Context: an optimization exercise on an open-source flow, tuned for small area and a short achievable clock period. The choices shown serve that exercise and are no tape-out recipe.
Only simulation tests tie the RTL to the original design; equivalence was not proved.
No activity file was given, so power comes from the tool's default toggle rates.

12-13:
Design hfp8_codec, start of the top module:
module hfp8_codec (
    input  wire         clk,
    input  wire         rst,         
    input  wire         in_valid,
    input  wire         mode,        
    input  wire [2:0]   ebits,
    input  wire [7:0]   ebias,
    input  wire [31:0]  maxpos,      
    input  wire [127:0] din,
    output wire         out_valid,
    output wire         err,
    output wire [127:0] dout
);
clock: 12.0 ns
lec_check: 0
abc_area: 1
cap_margin: 20
core_margin: 2
core_utilization: 50
slew_margin: 20
standard.sh (not shown) runs the stock make flow with config.mk's settings and CLKGATE_MAP_FILE= SYNTH_SCRIPT=/design/flow/synth_recipe.tcl, a recipe that flattens the netlist after the stock synthesis.
==> flow/flow/run.sh <==
#!/bin/bash
set -euo pipefail
bash standard.sh SETUP_SLACK_MARGIN=8.3 \
    "BUFFER_PORTS_ARGS=-buffer_cell sky130_fd_sc_hd__buf_1" \
    "CTS_ARGS=-sink_clustering_enable -repair_clock_nets -dont_use_dummy_load" \
    finish > standard_flow.log 2>&1
Input-level comparison between 01-16 and 12-13:
-- flow/flow/run.sh --
<<< 12-13, line 3
bash standard.sh SETUP_SLACK_MARGIN=8.3 \
>>> 01-16, line 3
bash standard.sh SETUP_SLACK_MARGIN=8.5 \
==> comparison <==
Diff 12-13 -> 01-16: count of non-filler cells in the finished layout higher, setup slack moved up, maximum frequency increased by 4.3% relative to the old numbers, met1 track demand over resource in global routing now sits higher, routed wire length shows an increase of 2.3%.
Signed area change from the synthesized netlist to the final layout: 01-16 > 12-13

* * *

== try-cedar ==
The RTL this note starts from:
==> flow/design.v <==
module hfp8_enc_pre (
    input  wire [30:0] a,         
    input  wire [6:0]  ebias,     
    output wire [8:0]  s1,        
    output wire [7:0]  top,       
    output wire        lo         
);
    wire [7:0] e   = a[30:23];
    wire       hid = |e;
    assign s1  = {1'b0, e} + {2'b00, ebias} + 9'd1;
    assign top = hid ? {1'b1, a[22:16]} : a[22:15];
    assign lo  = (|a[14:0]) | (hid & a[15]);
endmodule
module hfp8_enc_lane (
    input  wire [8:0]  s1,        
    input  wire [7:0]  top,       
    input  wire        lo,        
    input  wire [2:0]  ebits,     
    input  wire [2:0]  r,         
    input  wire [6:0]  hm,        
    output wire [6:0]  qp,        
    output wire        up,        
    output wire        ovf,       
    output wire        inexact    
);
    wire        e_ge1  = s1[8] | (s1[7] & (|s1[6:0]));       
    wire        normal = s1[8] | (s1[7] & (|s1[6:1]));       
    wire        zero   = !s1[8] && !s1[7] && ((s1[6:3] != 4'hF) || (s1[2:0] <= ebits));
    assign      ovf    = s1[8] | (s1[7] & (|(s1[6:0] & hm)));
    wire [2:0]  u  = e_ge1 ? r : (ebits - s1[2:0]);
    wire [13:0] y  = normal ? {s1[6:0], top[6:0]} : {6'd0, top};
    wire [20:0] w  = {y, 7'd0} >> u;
    wire [6:0]  n      = zero ? 7'd0 : w[14:8];
    wire        guard  = !zero && w[7];
    wire        sticky = lo || (zero ? (|top) : (|w[6:0]));
    assign qp      = n;
    assign up      = guard & (sticky | n[0]);
    assign inexact = guard | sticky;
endmodule
module hfp8_dec_lane (
    input  wire        sign,
    input  wire [11:0] al,
    input  wire [6:0]  nb,       
    output wire [14:0] f
);
    wire [5:0]  E  = al[11:6];
    wire [5:0]  mt = al[5:0];
    wire        ez = (E == 6'd0);
    reg [2:0] lz;
    always @(*) begin
        casez (mt)
            6'b1?????: lz = 3'd0;
            6'b01????: lz = 3'd1;
            6'b001???: lz = 3'd2;
            6'b0001??: lz = 3'd3;
            6'b00001?: lz = 3'd4;
            6'b000001: lz = 3'd5;
            default:   lz = 3'd6;
        endcase
    end
    wire       sub_norm = ({4'd0, lz} < nb);         
    wire [7:0] exp_n    = {2'b0, E} + {1'b0, nb};
    wire [7:0] exp_s    = sub_norm ? ({1'b0, nb} - {5'd0, lz}) : 8'd0;
    wire [3:0] sh_s     = sub_norm ? ({1'b0, lz} + 4'd1) : nb[3:0];
    wire [5:0] fr_s     = mt << sh_s;
    wire       zero = ez && (mt == 6'd0);
    wire [7:0] expo = ez ? exp_s : exp_n;
    wire [5:0] fr   = ez ? fr_s : mt;
    assign f = zero ? {sign, 14'd0} : {sign, expo, fr};
endmodule
module hfp8_codec (
    input  wire         clk,
    input  wire         rst,         
    input  wire         in_valid,
    input  wire         mode,        
    input  wire [2:0]   ebits,
    input  wire [7:0]   ebias,
    input  wire [31:0]  maxpos,      
    input  wire [127:0] din,
    output wire         out_valid,
    output wire         err,
    output wire [127:0] dout
);
    genvar i;
    wire [94:0] pre;             
    wire [39:0] dcodes = {din[31:0], 8'd0};
    generate
        for (i = 0; i < 5; i = i + 1) begin : s1pre
            wire [31:0] x = (i == 4) ? maxpos : din[32*i +: 32];
            wire [8:0]  s1;
            wire [7:0]  top;
            wire        lo;
            hfp8_enc_pre u_pre (.a(x[30:0]), .ebias(ebias[6:0]), .s1(s1), .top(top), .lo(lo));
            if (i == 4) begin : m
                assign pre[19*i +: 19] = {x[31], s1, top, lo};
            end else begin : l
                wire [9:0] dc = dcodes[39 - 10*i -: 10];
                assign pre[19*i +: 19] = mode ? {dc[9], s1, dc[8:0]} : {x[31], s1, top, lo};
            end
        end
    endgenerate
    reg         s1_valid;
    reg         s1_mode;
    reg [2:0]   s1_ebits;
    reg [7:0]   s1_ebias;
    reg [2:0]   p_r;         
    reg [6:0]   p_hm;        
    reg [5:0]   p_rh;        
    reg [94:0]  s1_x;
    always @(posedge clk) begin
        if (rst)
            s1_valid <= 1'b0;
        else
            s1_valid <= in_valid;
        s1_mode  <= mode;
        s1_ebits <= ebits;
        s1_ebias <= ebias;
        p_r      <= ebits - 3'd1;
        p_hm     <= 7'h7F << ebits;
        p_rh     <= 6'd1 << (ebits - 3'd1);
        s1_x     <= pre;
    end
    wire [31:0] s1_codes = {s1_x[18], s1_x[8:0], s1_x[37], s1_x[27:19],
                            s1_x[56], s1_x[46:38], s1_x[75], s1_x[65]};
    wire [6:0] mq;
    wire       mup, movf, minexact;
    hfp8_enc_lane u_encm (
        .s1(s1_x[93:85]), .top(s1_x[84:77]), .lo(s1_x[76]),
        .ebits(s1_ebits), .r(p_r), .hm(p_hm),
        .qp(mq), .up(mup), .ovf(movf), .inexact(minexact)
    );
    wire perr = (s1_ebits == 3'd0) || (s1_ebits == 3'd7) || (s1_ebias == 8'd0) || s1_ebias[7]
             || (!s1_mode && (s1_x[94] || ((s1_x[84:77] == 8'd0) && !s1_x[76])));
    wire [51:0] s2_d;        
    generate
        for (i = 0; i < 4; i = i + 1) begin : s2lane
            wire [18:0] x = s1_x[19*i +: 19];
            wire [6:0]  qp;
            wire        up, ovf;
            hfp8_enc_lane u_enc (
                .s1(x[17:9]), .top(x[8:1]), .lo(x[0]),
                .ebits(s1_ebits), .r(p_r), .hm(p_hm),
                .qp(qp), .up(up), .ovf(ovf), .inexact()
            );
            wire [7:0] c = s1_codes[8*i +: 8];
            reg [11:0] al;
            integer k;
            always @(*) begin
                al = 12'd0;
                for (k = 0; k < 6; k = k + 1)
                    al = al | (({5'd0, c[6:0]} << k) & {12{p_rh[k]}});
            end
            assign s2_d[13*i +: 13] = s1_mode ? {c[7], al} : {x[18], qp, up, ovf, 3'b000};
        end
    endgenerate
    reg         s2_valid;
    reg         s2_mode;
    reg         s2_perr;
    reg         s2_movf;
    reg         s2_minexact;
    reg [6:0]   s2_nb;       
    reg [6:0]   s2_mq;
    reg         s2_mup;
    reg [51:0]  s2_lane;
    always @(posedge clk) begin
        if (rst)
            s2_valid <= 1'b0;
        else
            s2_valid <= s1_valid;
        s2_mode     <= s1_mode;
        s2_perr     <= perr;
        s2_movf     <= movf;
        s2_minexact <= minexact;
        s2_nb       <= ~s1_ebias[6:0];
        s2_mq       <= mq;
        s2_mup      <= mup;
        s2_lane     <= s2_d;
    end
    wire param_err = s2_perr || (!s2_mode && (s2_movf || ((s2_mq == 7'h7F) && s2_minexact)));
    wire [6:0]  mq1 = s2_mq + 7'd1;
    wire [6:0]  cm  = s2_mup ? mq1 : s2_mq;
    wire [31:0] codes;
    wire [59:0] dec;
    generate
        for (i = 0; i < 4; i = i + 1) begin : s3lane
            wire [12:0] l   = s2_lane[13*i +: 13];
            wire [6:0]  qp  = l[11:5];
            wire        up  = l[4];
            wire        ovf = l[3];
            wire [6:0]  q   = qp + {6'd0, up};
            wire [7:0]  d   = {1'b0, qp} - {1'b0, s2_mq};
            wire        ge  = !d[7];
            wire        gt  = ge && (d[6:0] != 7'd0);
            wire        gt1 = ge && (d[6:1] != 6'd0);
            wire        sel = ovf || ((up == s2_mup) ? gt : up ? ge : gt1);
            assign codes[8*i +: 8] = {l[12], sel ? cm : q};
            hfp8_dec_lane u_dec (.sign(l[12]), .al(l[11:0]), .nb(s2_nb), .f(dec[15*i +: 15]));
        end
    endgenerate
    reg          s3_valid;
    reg          s3_err;
    reg [31:0]   s3_lo;      
    reg [44:0]   s3_hi;      
    always @(posedge clk) begin
        if (rst)
            s3_valid <= 1'b0;
        else
            s3_valid <= s2_valid;
        s3_err <= param_err;
        s3_lo  <= param_err ? 32'd0 : s2_mode ? {dec[14:0], 17'd0} : codes;
        s3_hi  <= (s2_mode && !param_err) ? dec[59:15] : 45'd0;
    end
    assign out_valid = s3_valid;
    assign err       = s3_err;
    assign dout      = {s3_hi[44:30], 17'd0, s3_hi[29:15], 17'd0, s3_hi[14:0], 17'd0, s3_lo};
endmodule
export LEC_CHECK = 0
export ABC_AREA = 1
export CAP_MARGIN = 20
export CORE_MARGIN = 2
export CORE_UTILIZATION = 50
export SETUP_SLACK_MARGIN = 5
export SLEW_MARGIN = 20
create_clock -name core_clock -period 12.0 [get_ports {clk}]
run.sh (not shown) runs the stock make flow with config.mk's settings and CLKGATE_MAP_FILE= SYNTH_SCRIPT=/design/flow/synth_recipe.tcl, a recipe that flattens the netlist after the stock synthesis.
Stock flow here: none of the scripts above is used.
try-cedar closes out successfully: all stages finished, all timing, DRC and antenna checks passed.
What try-juniper does differently from try-cedar at the input level:
- removing SETUP_SLACK_MARGIN (formerly 5)
==> flow/flow/run.sh (new file) <==
#!/bin/bash
set -euo pipefail
bash standard.sh SETUP_SLACK_MARGIN=8.6 "BUFFER_PORTS_ARGS=-buffer_cell sky130_fd_sc_hd__buf_1" finish \
    > standard_flow.log 2>&1
==> flow/standard.sh (new file) <==
#!/bin/bash
# synth_recipe.tcl (not shown) runs the flow's synth.tcl, then flattens the netlist and writes it again
# the make line also repeats each setting of config.mk as NAME=value (left out here)
make -C /OpenROAD-flow-scripts/flow DESIGN_CONFIG=/design/flow/config.mk WORK_HOME=/design/flow/orfs CLKGATE_MAP_FILE= SYNTH_SCRIPT=/design/flow/synth_recipe.tcl "${@:-finish}"
removed: flow/run.sh
--- outcome ---
Re wire length: try-juniper is 0.87% up on try-cedar. Compared to try-cedar, try-juniper has clock buffer count in the final layout about 22% higher. Combinational power delta for try-juniper relative to try-cedar: about 3% higher.
What try-lagoon does differently from try-juniper at the input level:
==> flow/flow/run.sh <==
#!/bin/bash
set -euo pipefail
bash standard.sh SETUP_SLACK_MARGIN=8.4 \
    "BUFFER_PORTS_ARGS=-buffer_cell sky130_fd_sc_hd__buf_1" \
    "CTS_ARGS=-sink_clustering_enable -repair_clock_nets -dont_use_dummy_load" \
    finish > standard_flow.log 2>&1
Findings:
- From try-juniper to try-lagoon the numbers moved as follows: minimum period implied by the final worst setup slack now sits higher, share of cells above drive strength 1 now sits lower, power density over the cells now sits lower.
- On design area, try-lagoon does better than try-juniper.
- Compared with try-juniper, in try-lagoon minimum setup slack after placement went down 0.026 ns; first-pass iteration count of the detailed router +5.
- Measured against each other, try-lagoon and try-juniper differ in smallest hold slack, the lower figure coming from try-lagoon.
- The run showing the smaller required time of the critical path is try-juniper.
- From try-juniper to try-lagoon the numbers moved as follows: worst vdd rail ir drop went up; clock network power share went down.
diff inputs: try-lagoon => try-sierra
- a change of CORE_UTILIZATION from 50 to 60
==> flow/flow/run.sh <==
#!/bin/bash
set -euo pipefail
bash standard.sh SETUP_SLACK_MARGIN=8.5 "BUFFER_PORTS_ARGS=-buffer_cell sky130_fd_sc_hd__buf_1" finish \
    > standard_flow.log 2>&1
Results
- Average wire length per cell after detail routing in try-sierra vs try-lagoon: up 0.20 um
- Of try-lagoon and try-sierra, the run reporting the higher data required time at the worst endpoint was try-lagoon.
- Fmax: try-sierra above try-lagoon
- Count of non-CTS buffers in the layout was lower in the run labelled try-lagoon.
- When try-sierra is measured against try-lagoon, its share of the cycle needed by the critical path after routing turns out 0.19 points lower.
- | register-to-register slack | try-sierra vs try-lagoon | 0.04 ns higher |
- Of the two values seen for launch point of the critical path, s3_lo[11] was produced by try-sierra and din[23] by try-lagoon.
- Measured against try-sierra, the die outline area of try-lagoon comes out at 1.20 times the reference value.
Edits applied to the flow inputs when going from try-sierra to try-quartz:
- CORE_UTILIZATION changed from 60 to 50
==> flow/flow/run.sh <==
#!/bin/bash
set -euo pipefail
bash standard.sh SETUP_SLACK_MARGIN=8.6 \
    "BUFFER_PORTS_ARGS=-buffer_cell sky130_fd_sc_hd__buf_1" \
    "CTS_ARGS=-sink_clustering_enable -repair_clock_nets -dont_use_dummy_load" \
    finish > standard_flow.log 2>&1
==> comparison <==
Compare try-quartz and try-sierra | clock power share higher: try-sierra. try-quartz vs try-sierra, combinational group share of total power went up by 2.8 points. On total routing resource utilization after global routing: between try-quartz and try-sierra, it ends up lower for try-quartz.

[port drivers added, routing unchanged]
Ports are ideal in the flow. The routed layouts listed here were re-timed in OpenROAD. Step 1 (the two cells are an assumption about what drives the block):
set clk [get_ports {clk}]
set_driving_cell -lib_cell sky130_fd_sc_hd__clkbuf_16 $clk
set_driving_cell -lib_cell sky130_fd_sc_hd__buf_2 [delete_from_list [all_inputs] $clk]
Step 2 also shifts input and output timing later by t, the mid clock arrival at the registers, as if the neighbouring blocks saw the same clock. Slacks: ideal / step 1 / step 2; pairs: ideal / step 1.
| run | t (ns) | setup WS [ns] | worst data-port slew with drivers (ns) |
|---|---|---|---|
| 12-13 | 0.617 | 8.396 / 8.433 / 7.816 | 0.07 |
| 01-16 | 0.629 | 8.545 / 8.486 / 7.990 | 0.06 |
| try-cedar | 0.633 | 7.712 / 7.749 / 7.116 | 0.08 |
| try-juniper | 0.639 | 8.579 / 8.521 / 8.053 | 0.06 |
| try-lagoon | 0.623 | 8.514 / 8.468 / 7.931 | 0.05 |
| try-sierra | 0.629 | 8.537 / 8.489 / 8.028 | 0.04 |
| try-quartz | 0.623 | 8.590 / 8.533 / 8.068 | 0.06 |
After both steps setup and hold are still met in every run listed. For try-cedar, which loses most, drivers alone change the setup slack by +0.037 ns; drivers and shift together by -0.596 ns.
